Source: an optimization exercise on an open RTL-to-GDS flow (aim: small area). Production flows keep margins and buffers that such runs may drop. Only simulation tests tie the RTL to the original design; equivalence was not proved.

==> job 1047: inputs <==
==> flow/design.v (excerpt) <==
module fsk_rx (
    input  wire        clk,
    input  wire        rst_n,
    input  wire        edge_stb,
    input  wire [15:0] edge_count,
    input  wire        tick_stb,
    output wire        bitclk_run,
    input  wire        bus_req,
    input  wire        bus_wr,
    input  wire [7:0]  bus_addr,
    input  wire [1:0]  bus_size,
    input  wire [31:0] bus_wdata,
    output wire        bus_ack,
    output wire [31:0] bus_rdata,
    output wire        bus_err
);
    wire       en;
    wire       put_stb;
    wire [7:0] put_data;
    wire       parity_fail;
    wire       put_drop;
    wire       get_stb;
    wire [9:0] rd_idx;
    wire [7:0] rd_data;
    wire [7:0] fill;
    wire       empty;
    wire       full;
    reg err_s;
    reg ovf_s;
    always @(posedge clk or negedge rst_n) begin
        if (!rst_n) begin
            err_s <= 1'b0;
            ovf_s <= 1'b0;
        end else begin
  ...
Settings: LEC_CHECK=0, CAP_MARGIN=20, CORE_MARGIN=2, CORE_UTILIZATION=60, CTS_CLUSTER_DIAMETER=80, CTS_CLUSTER_SIZE=30, SLEW_MARGIN=20, SYNTH_HIERARCHICAL=1; clock period 10.0 ns.
standard.sh (not shown) runs the stock make flow with config.mk's settings and CLKGATE_MAP_FILE= SYNTH_SCRIPT=/design/flow/synth_recipe.tcl, a recipe that flattens the netlist after the stock synthesis.
==> flow/flow/run.sh <==
#!/bin/bash
# The standard layout (standard.sh: standard synthesis, floorplan, place,
# CTS, route, finish) with these settings changed:
#  - each port gets a buf_1 as its port buffer instead of the default cell;
#  - clock tree synthesis clusters the flip-flops under clkbuf_8 leaf buffers
#    and inserts no dummy loads.
# make's full output goes to standard.log; each ORFS step also writes its own
# log under orfs/logs/.
set -euo pipefail
export BUFFER_PORTS_ARGS="-buffer_cell sky130_fd_sc_hd__buf_1"
export CTS_ARGS="-sink_clustering_enable -repair_clock_nets -sink_clustering_size 20 -sink_clustering_max_diameter 60 -dont_use_dummy_load -buf_list sky130_fd_sc_hd__clkbuf_8"
bash standard.sh > standard.log 2>&1
==> job 9991 (differences from job 1047) <==
--- a/flow/design.v
+++ b/flow/design.v
@@ -5,17 +5,17 @@
     input  wire        edge_stb,
     input  wire [15:0] edge_count,
     input  wire        tick_stb,
     output wire        bitclk_run,
     output wire        put_stb,      
     output wire [7:0]  put_data,
     output wire        parity_fail   
 );
-    reg [15:0] nlast;    
+    reg [15:0] last;
     reg        gt;
     reg        run;
     reg        a;
     reg        b;
     reg [8:0]  sr;
     reg        par;
     assign bitclk_run = run;
     localparam integer LO = 11;
@@ -24,21 +24,21 @@
     wire [16-LO:0] c0, c1;
     wire [15-LO:0] h0, h1;
     assign cl[0] = 1'b1;
     assign c0[0] = 1'b0;
     assign c1[0] = 1'b1;
     genvar i;
     generate
         for (i = 0; i < LO; i = i + 1) begin : g_lo
-            assign {cl[i+1], df[i]} = {1'b0, edge_count[i]} + {1'b0, nlast[i]} + {1'b0, cl[i]};
+            assign {cl[i+1], df[i]} = {1'b0, edge_count[i]} + {1'b0, ~last[i]} + {1'b0, cl[i]};
         end
         for (i = 0; i < 16 - LO; i = i + 1) begin : g_hi
-            assign {c0[i+1], h0[i]} = {1'b0, edge_count[i+LO]} + {1'b0, nlast[i+LO]} + {1'b0, c0[i]};
-            assign {c1[i+1], h1[i]} = {1'b0, edge_count[i+LO]} + {1'b0, nlast[i+LO]} + {1'b0, c1[i]};
+            assign {c0[i+1], h0[i]} = {1'b0, edge_count[i+LO]} + {1'b0, ~last[i+LO]} + {1'b0, c0[i]};
+            assign {c1[i+1], h1[i]} = {1'b0, edge_count[i+LO]} + {1'b0, ~last[i+LO]} + {1'b0, c1[i]};
         end
     endgenerate
     assign df[15:LO] = cl[LO] ? h1 : h0;
     wire borrow = !(cl[LO] ? c1[16-LO] : c0[16-LO]);
     wire gt14000, gt16999, gt15535, gt29536, gt32535;
     fsk_gtc #(.K(16'd14000)) u_c0 (.x(df), .gt(gt14000));
     fsk_gtc #(.K(16'd16999)) u_c1 (.x(df), .gt(gt16999));
     fsk_gtc #(.K(16'd15535)) u_c2 (.x(df), .gt(gt15535));
@@ -57,23 +57,23 @@
     wire tk     = tick_stb && e_run;
     wire t_read = tk && !e_a;
     wire t_pub  = tk && e_a;
     assign put_stb     = t_pub && !e_par;
     assign parity_fail = t_pub && e_par;
     assign put_data    = e_sr[7:0];
     always @(posedge clk or negedge rst_n) begin
         if (!rst_n) begin
-            nlast <= 16'hffff;
+            last <= 16'd0;
             run  <= 1'b0;
             a    <= 1'b0;
             b    <= 1'b0;
         end else begin
             if (acc)
-                nlast <= ~edge_count;
+                last <= edge_count;
             if (t_pub) begin
                 run <= 1'b0;
                 a   <= 1'b0;
                 b   <= 1'b0;
             end else begin
                 run <= e_run;
                 a   <= t_read ? e_sr[8] : e_a;
                 b   <= e_b;
@@ -133,43 +133,29 @@
     wire do_put = put_stb && !full;
     wire do_get = get_stb && !empty;
     wire [1023:0] ring_nx;
     wire [10:0]   wp_hit;
     genvar g;
     generate
         for (g = 0; g < 128; g = g + 1) begin : g_byte
             if (g % WSTEP == 0) begin : g_wp
-                wire wp_keep;
                 assign wp_hit[g / WSTEP] = pv && (wq == (g + 127) % 128);
-                assign wp_keep = !wp_hit[g / WSTEP];
-                genvar k;
-                for (k = 0; k < 8; k = k + 1) begin : g_b
-                    fsk_ao22 u_wp (
-                        .a(pend[k]), .s(wp_hit[g / WSTEP]),
-                        .b(ring[((g + 127) % 128)*8 + k]), .t(wp_keep),
-                        .y(ring_nx[g*8 + k]));
-                end
+                assign ring_nx[g*8 +: 8] = wp_hit[g / WSTEP] ? pend
+                                                             : ring[((g + 127) % 128)*8 +: 8];
             end else begin : g_sh
                 assign ring_nx[g*8 +: 8] = ring[((g + 127) % 128)*8 +: 8];
             end
         end
     endgenerate
     wire flush = |wp_hit;
-    wire       pend_keep = !do_put;
-    wire [7:0] pend_nx;
-    genvar j;
-    generate
-        for (j = 0; j < 8; j = j + 1) begin : g_pend
-            fsk_ao22 u_sel (.a(put_data[j]), .s(do_put), .b(pend[j]), .t(pend_keep), .y(pend_nx[j]));
-        end
-    endgenerate
     always @(posedge clk) begin
         ring <= ring_nx;
-        pend <= pend_nx;
+        if (do_put)
+            pend <= put_data;
     end
     wire [6:0] hp_nx, wq_nx, raddr;
     wire [7:0] cnt_nx;
     wire       up = do_put && !do_get;
     wire       dn = do_get && !do_put;
     wire [7:0] hp_c, wq_c;
     wire [8:0] cnt_c;
     wire [7:0] cnt_b = {{7{dn}}, up || dn};
@@ -200,19 +186,19 @@
             cnt <= 8'd0;
         end else begin
             pv  <= do_put || (pv && !flush);
             hp  <= hp_nx;
             wq  <= wq_nx;
             cnt <= cnt_nx;
         end
     end
-    wire idx_lt;
-    fsk_ltc u_cmp (.a(rd_idx[7:0]), .b(cnt), .lt(idx_lt));
-    wire       in_range = idx_lt && !rd_idx[9] && !rd_idx[8];
+    wire idx_ge;
+    fsk_add #(.W(8)) u_cmp (.a(rd_idx[7:0]), .b(~cnt), .ci(1'b1), .s(), .co(idx_ge));
+    wire       in_range = !idx_ge && !rd_idx[9] && !rd_idx[8];
     wire       is_pend  = pv && (raddr == wq);
     fsk_rdmux u_rdmux (
         .en(in_range && !is_pend), .addr(raddr), .ring(ring),
         .pend(pend), .pend_sel(in_range && is_pend), .q(rd_data)
     );
 endmodule
 module fsk_rdmux (
     input  wire          en,
@@ -297,37 +283,16 @@
     genvar i;
     generate
         for (i = 0; i < W; i = i + 1) begin : g_bit
             assign {c[i+1], s[i]} = {1'b0, a[i]} + {1'b0, b[i]} + {1'b0, c[i]};
         end
     endgenerate
     assign co = c[W];
 endmodule
-module fsk_ltc (
-    input  wire [7:0] a,
-    input  wire [7:0] b,
-    output wire       lt
-);
-    wire [8:0] c;
-    assign c[0] = 1'b0;
-    genvar i;
-    generate
-        for (i = 0; i < 8; i = i + 1) begin : g_bit
-            assign c[i+1] = (~a[i] & b[i]) | (~(a[i] ^ b[i]) & c[i]);
-        end
-    endgenerate
-    assign lt = c[8];
-endmodule
-module fsk_ao22 (
-    input  wire a, s, b, t,
-    output wire y
-);
-    assign y = (a & s) | (b & t);
-endmodule
 module fsk_host (
     input  wire        clk,
     input  wire        rst_n,
     input  wire        bus_req,
     input  wire        bus_wr,
     input  wire [7:0]  bus_addr,
     input  wire [1:0]  bus_size,
     input  wire [31:0] bus_wdata,
@@ -367,36 +332,28 @@
             A_CONTROL:    rd_word = {31'd0, en_r};
             A_STATUS:     rd_word = status;
             A_DATA:       rd_word = {24'd0, rd_data};
             A_PEEK_INDEX: rd_word = {22'd0, peek_idx_r};
             A_PEEK_DATA:  rd_word = {24'd0, rd_data};
             default:      rd_word = 32'd0;
         endcase
     end
-    wire       pi_wr   = wr_ok && bus_addr == A_PEEK_INDEX;
-    wire       pi_keep = !pi_wr;
-    wire [9:0] peek_idx_nx;
-    genvar k;
-    generate
-        for (k = 0; k < 10; k = k + 1) begin : g_pi
-            fsk_ao22 u_sel (.a(bus_wdata[k]), .s(pi_wr), .b(peek_idx_r[k]), .t(pi_keep), .y(peek_idx_nx[k]));
-        end
-    endgenerate
     always @(posedge clk or negedge rst_n) begin
         if (!rst_n) begin
             en_r       <= 1'b0;
             peek_idx_r <= 10'd0;
             bus_ack    <= 1'b0;
             bus_rdata  <= 32'd0;
             bus_err    <= 1'b0;
         end else begin
             if (wr_ok && bus_addr == A_CONTROL && bus_wdata[0])
                 en_r <= 1'b1;
-            peek_idx_r <= peek_idx_nx;
+            if (wr_ok && bus_addr == A_PEEK_INDEX)
+                peek_idx_r <= bus_wdata[9:0];
             bus_ack   <= bus_req;
             bus_err   <= bus_req && !legal;
             bus_rdata <= rd_ok ? rd_word : 32'd0;
         end
     end
 endmodule
 module fsk_rx (
     input  wire        clk,
==> flow/flow/run.sh (replaced) <==
#!/bin/bash
# The standard layout (standard.sh: standard synthesis, floorplan, place,
# CTS, route, finish) with two settings changed:
#  - each port gets a buf_1 as its port buffer instead of the default cell;
#  - clock tree synthesis clusters the flip-flops under clkbuf_8 leaf buffers
#    and inserts no dummy loads.
# make's full output goes to standard.log; each ORFS step also writes its own
# log under orfs/logs/.
set -euo pipefail
export BUFFER_PORTS_ARGS="-buffer_cell sky130_fd_sc_hd__buf_1"
export CTS_ARGS="-sink_clustering_enable -repair_clock_nets -sink_clustering_size 20 -sink_clustering_max_diameter 60 -dont_use_dummy_load -buf_list sky130_fd_sc_hd__clkbuf_8"
bash standard.sh > standard.log 2>&1
==> job 438 (differences from job 1047) <==
--- a/flow/design.v
+++ b/flow/design.v
@@ -5,17 +5,17 @@
     input  wire        edge_stb,
     input  wire [15:0] edge_count,
     input  wire        tick_stb,
     output wire        bitclk_run,
     output wire        put_stb,      
     output wire [7:0]  put_data,
     output wire        parity_fail   
 );
-    reg [15:0] nlast;    
+    reg [15:0] last;
     reg        gt;
     reg        run;
     reg        a;
     reg        b;
     reg [8:0]  sr;
     reg        par;
     assign bitclk_run = run;
     localparam integer LO = 11;
@@ -24,21 +24,21 @@
     wire [16-LO:0] c0, c1;
     wire [15-LO:0] h0, h1;
     assign cl[0] = 1'b1;
     assign c0[0] = 1'b0;
     assign c1[0] = 1'b1;
     genvar i;
     generate
         for (i = 0; i < LO; i = i + 1) begin : g_lo
-            assign {cl[i+1], df[i]} = {1'b0, edge_count[i]} + {1'b0, nlast[i]} + {1'b0, cl[i]};
+            assign {cl[i+1], df[i]} = {1'b0, edge_count[i]} + {1'b0, ~last[i]} + {1'b0, cl[i]};
         end
         for (i = 0; i < 16 - LO; i = i + 1) begin : g_hi
-            assign {c0[i+1], h0[i]} = {1'b0, edge_count[i+LO]} + {1'b0, nlast[i+LO]} + {1'b0, c0[i]};
-            assign {c1[i+1], h1[i]} = {1'b0, edge_count[i+LO]} + {1'b0, nlast[i+LO]} + {1'b0, c1[i]};
+            assign {c0[i+1], h0[i]} = {1'b0, edge_count[i+LO]} + {1'b0, ~last[i+LO]} + {1'b0, c0[i]};
+            assign {c1[i+1], h1[i]} = {1'b0, edge_count[i+LO]} + {1'b0, ~last[i+LO]} + {1'b0, c1[i]};
         end
     endgenerate
     assign df[15:LO] = cl[LO] ? h1 : h0;
     wire borrow = !(cl[LO] ? c1[16-LO] : c0[16-LO]);
     wire gt14000, gt16999, gt15535, gt29536, gt32535;
     fsk_gtc #(.K(16'd14000)) u_c0 (.x(df), .gt(gt14000));
     fsk_gtc #(.K(16'd16999)) u_c1 (.x(df), .gt(gt16999));
     fsk_gtc #(.K(16'd15535)) u_c2 (.x(df), .gt(gt15535));
@@ -57,23 +57,23 @@
     wire tk     = tick_stb && e_run;
     wire t_read = tk && !e_a;
     wire t_pub  = tk && e_a;
     assign put_stb     = t_pub && !e_par;
     assign parity_fail = t_pub && e_par;
     assign put_data    = e_sr[7:0];
     always @(posedge clk or negedge rst_n) begin
         if (!rst_n) begin
-            nlast <= 16'hffff;
+            last <= 16'd0;
             run  <= 1'b0;
             a    <= 1'b0;
             b    <= 1'b0;
         end else begin
             if (acc)
-                nlast <= ~edge_count;
+                last <= edge_count;
             if (t_pub) begin
                 run <= 1'b0;
                 a   <= 1'b0;
                 b   <= 1'b0;
             end else begin
                 run <= e_run;
                 a   <= t_read ? e_sr[8] : e_a;
                 b   <= e_b;
@@ -133,43 +133,29 @@
     wire do_put = put_stb && !full;
     wire do_get = get_stb && !empty;
     wire [1023:0] ring_nx;
     wire [10:0]   wp_hit;
     genvar g;
     generate
         for (g = 0; g < 128; g = g + 1) begin : g_byte
             if (g % WSTEP == 0) begin : g_wp
-                wire wp_keep;
                 assign wp_hit[g / WSTEP] = pv && (wq == (g + 127) % 128);
-                assign wp_keep = !wp_hit[g / WSTEP];
-                genvar k;
-                for (k = 0; k < 8; k = k + 1) begin : g_b
-                    fsk_ao22 u_wp (
-                        .a(pend[k]), .s(wp_hit[g / WSTEP]),
-                        .b(ring[((g + 127) % 128)*8 + k]), .t(wp_keep),
-                        .y(ring_nx[g*8 + k]));
-                end
+                assign ring_nx[g*8 +: 8] = wp_hit[g / WSTEP] ? pend
+                                                             : ring[((g + 127) % 128)*8 +: 8];
             end else begin : g_sh
                 assign ring_nx[g*8 +: 8] = ring[((g + 127) % 128)*8 +: 8];
             end
         end
     endgenerate
     wire flush = |wp_hit;
-    wire       pend_keep = !do_put;
-    wire [7:0] pend_nx;
-    genvar j;
-    generate
-        for (j = 0; j < 8; j = j + 1) begin : g_pend
-            fsk_ao22 u_sel (.a(put_data[j]), .s(do_put), .b(pend[j]), .t(pend_keep), .y(pend_nx[j]));
-        end
-    endgenerate
     always @(posedge clk) begin
         ring <= ring_nx;
-        pend <= pend_nx;
+        if (do_put)
+            pend <= put_data;
     end
     wire [6:0] hp_nx, wq_nx, raddr;
     wire [7:0] cnt_nx;
     wire       up = do_put && !do_get;
     wire       dn = do_get && !do_put;
     wire [7:0] hp_c, wq_c;
     wire [8:0] cnt_c;
     wire [7:0] cnt_b = {{7{dn}}, up || dn};
@@ -200,19 +186,19 @@
             cnt <= 8'd0;
         end else begin
             pv  <= do_put || (pv && !flush);
             hp  <= hp_nx;
             wq  <= wq_nx;
             cnt <= cnt_nx;
         end
     end
-    wire idx_lt;
-    fsk_ltc u_cmp (.a(rd_idx[7:0]), .b(cnt), .lt(idx_lt));
-    wire       in_range = idx_lt && !rd_idx[9] && !rd_idx[8];
+    wire idx_ge;
+    fsk_add #(.W(8)) u_cmp (.a(rd_idx[7:0]), .b(~cnt), .ci(1'b1), .s(), .co(idx_ge));
+    wire       in_range = !idx_ge && !rd_idx[9] && !rd_idx[8];
     wire       is_pend  = pv && (raddr == wq);
     fsk_rdmux u_rdmux (
         .en(in_range && !is_pend), .addr(raddr), .ring(ring),
         .pend(pend), .pend_sel(in_range && is_pend), .q(rd_data)
     );
 endmodule
 module fsk_rdmux (
     input  wire          en,
@@ -297,37 +283,16 @@
     genvar i;
     generate
         for (i = 0; i < W; i = i + 1) begin : g_bit
             assign {c[i+1], s[i]} = {1'b0, a[i]} + {1'b0, b[i]} + {1'b0, c[i]};
         end
     endgenerate
     assign co = c[W];
 endmodule
-module fsk_ltc (
-    input  wire [7:0] a,
-    input  wire [7:0] b,
-    output wire       lt
-);
-    wire [8:0] c;
-    assign c[0] = 1'b0;
-    genvar i;
-    generate
-        for (i = 0; i < 8; i = i + 1) begin : g_bit
-            assign c[i+1] = (~a[i] & b[i]) | (~(a[i] ^ b[i]) & c[i]);
-        end
-    endgenerate
-    assign lt = c[8];
-endmodule
-module fsk_ao22 (
-    input  wire a, s, b, t,
-    output wire y
-);
-    assign y = (a & s) | (b & t);
-endmodule
 module fsk_host (
     input  wire        clk,
     input  wire        rst_n,
     input  wire        bus_req,
     input  wire        bus_wr,
     input  wire [7:0]  bus_addr,
     input  wire [1:0]  bus_size,
     input  wire [31:0] bus_wdata,
@@ -367,36 +332,28 @@
             A_CONTROL:    rd_word = {31'd0, en_r};
             A_STATUS:     rd_word = status;
             A_DATA:       rd_word = {24'd0, rd_data};
             A_PEEK_INDEX: rd_word = {22'd0, peek_idx_r};
             A_PEEK_DATA:  rd_word = {24'd0, rd_data};
             default:      rd_word = 32'd0;
         endcase
     end
-    wire       pi_wr   = wr_ok && bus_addr == A_PEEK_INDEX;
-    wire       pi_keep = !pi_wr;
-    wire [9:0] peek_idx_nx;
-    genvar k;
-    generate
-        for (k = 0; k < 10; k = k + 1) begin : g_pi
-            fsk_ao22 u_sel (.a(bus_wdata[k]), .s(pi_wr), .b(peek_idx_r[k]), .t(pi_keep), .y(peek_idx_nx[k]));
-        end
-    endgenerate
     always @(posedge clk or negedge rst_n) begin
         if (!rst_n) begin
             en_r       <= 1'b0;
             peek_idx_r <= 10'd0;
             bus_ack    <= 1'b0;
             bus_rdata  <= 32'd0;
             bus_err    <= 1'b0;
         end else begin
             if (wr_ok && bus_addr == A_CONTROL && bus_wdata[0])
                 en_r <= 1'b1;
-            peek_idx_r <= peek_idx_nx;
+            if (wr_ok && bus_addr == A_PEEK_INDEX)
+                peek_idx_r <= bus_wdata[9:0];
             bus_ack   <= bus_req;
             bus_err   <= bus_req && !legal;
             bus_rdata <= rd_ok ? rd_word : 32'd0;
         end
     end
 endmodule
 module fsk_rx (
     input  wire        clk,
==> flow/run.sh (new file) <==
#!/bin/bash
# synth_recipe.tcl (not shown) runs the flow's synth.tcl, then flattens the netlist and writes it again
# the make line also repeats each setting of config.mk as NAME=value (left out here)
make -C /OpenROAD-flow-scripts/flow DESIGN_CONFIG=/design/flow/config.mk WORK_HOME=/design/flow/orfs CLKGATE_MAP_FILE= SYNTH_SCRIPT=/design/flow/synth_recipe.tcl finish
removed: flow/flow/run.sh
removed: flow/standard.sh
==> flow_summary_export.csv <==
group,metric,value,unit
route,maxUsedRoutingLayer,"met5",
placement,dp.cells,3057,
status,status,"timing/DRC/antenna clean",
synth,synthesis.area,0.03173,mm²
layout,top_regs,"u_fifo.ring: 1024 flops, u_host.bus_rdata: 18 flops, u_frame.nlast: 16 flops",
setup_path,critical_path.startpoint,"bus_addr[5]",
grt,grt.met1_usage,0.4261,
setup_path,crit_fanout,8,
route,m1WireLength,36.28,mm
clock_tree,numCtsBuffers,69,
grt,track_usage,0.2978,
route,wire_per_inst,26.12,µm
sta,setup_ws,1.475,ns
setup_path,worstRegToRegCells,22,
That was job 1047.
==> flow_summary_export.csv <==
group,metric,value,unit
layout,top_regs,"u_fifo.ring: 1024 flops, u_host.bus_rdata: 18 flops, u_frame.last: 16 flops",
route,m1WireLength,35.52,mm
setup_path,critical_path.startpoint,"bus_addr[2]",
placement,dp.cells,3050,
route,maxUsedRoutingLayer,"met4",
route,wire_per_inst,25.68,µm
setup_path,worstRegToRegCells,26,
setup_path,crit_fanout,10,
synth,synthesis.area,0.03218,mm²
grt,grt.met1_usage,0.4089,
status,status,"timing/DRC/antenna clean",
That was job 9991.
==> flow_summary_export.csv <==
group,metric,value,unit
synth,synthesis.area,0.03218,mm²
route,maxUsedRoutingLayer,"met4",
clock_tree,numCtsBuffers,44,
route,wire_per_inst,25.49,µm
setup_path,worstRegToRegCells,26,
sta,setup_ws,1.119,ns
setup_path,critical_path.startpoint,"bus_addr[2]",
setup_path,crit_fanout,10,
route,m1WireLength,35.08,mm
status,status,"timing/DRC/antenna clean",
placement,dp.cells,3090,
That was job 438.

==> what the ideal ports hide <==
Ports are ideal in the flow. The routed layouts listed here were re-timed in OpenROAD. Step 1, drivers: a clkbuf_16 drives clk and a buf_2 each remaining input, both assumed. Step 2 times the ports against the registers' clock, not the clock port: input delays grow and output delays shrink by t, the midpoint of the rising clock arrivals with the driver on. a / b / c = ideal ports / drivers / drivers and shift; a / b = the first two.
run | shift t [ns] | slack for setup (ns) | hold slack, ns | worst setup path after step 2 | slew at the worst register clock pin (ns)
job 1047 | 0.734 | 1.475 / 1.510 / 0.777 | 0.319 / 0.319 / 0.319 | input to register | 0.12 / 0.12
job 9991 | 0.702 | 1.264 / 1.291 / 0.590 | 0.293 / 0.293 / 0.293 | input to register | 0.12 / 0.12
job 438 | 0.671 | 1.119 / 1.153 / 0.481 | 0.348 / 0.348 / 0.348 | input to register | 0.11 / 0.11
After both steps every run listed still meets setup and hold. The setup slack of job 1047, which loses most, moves by +0.035 ns with the drivers and by -0.698 ns with both steps.
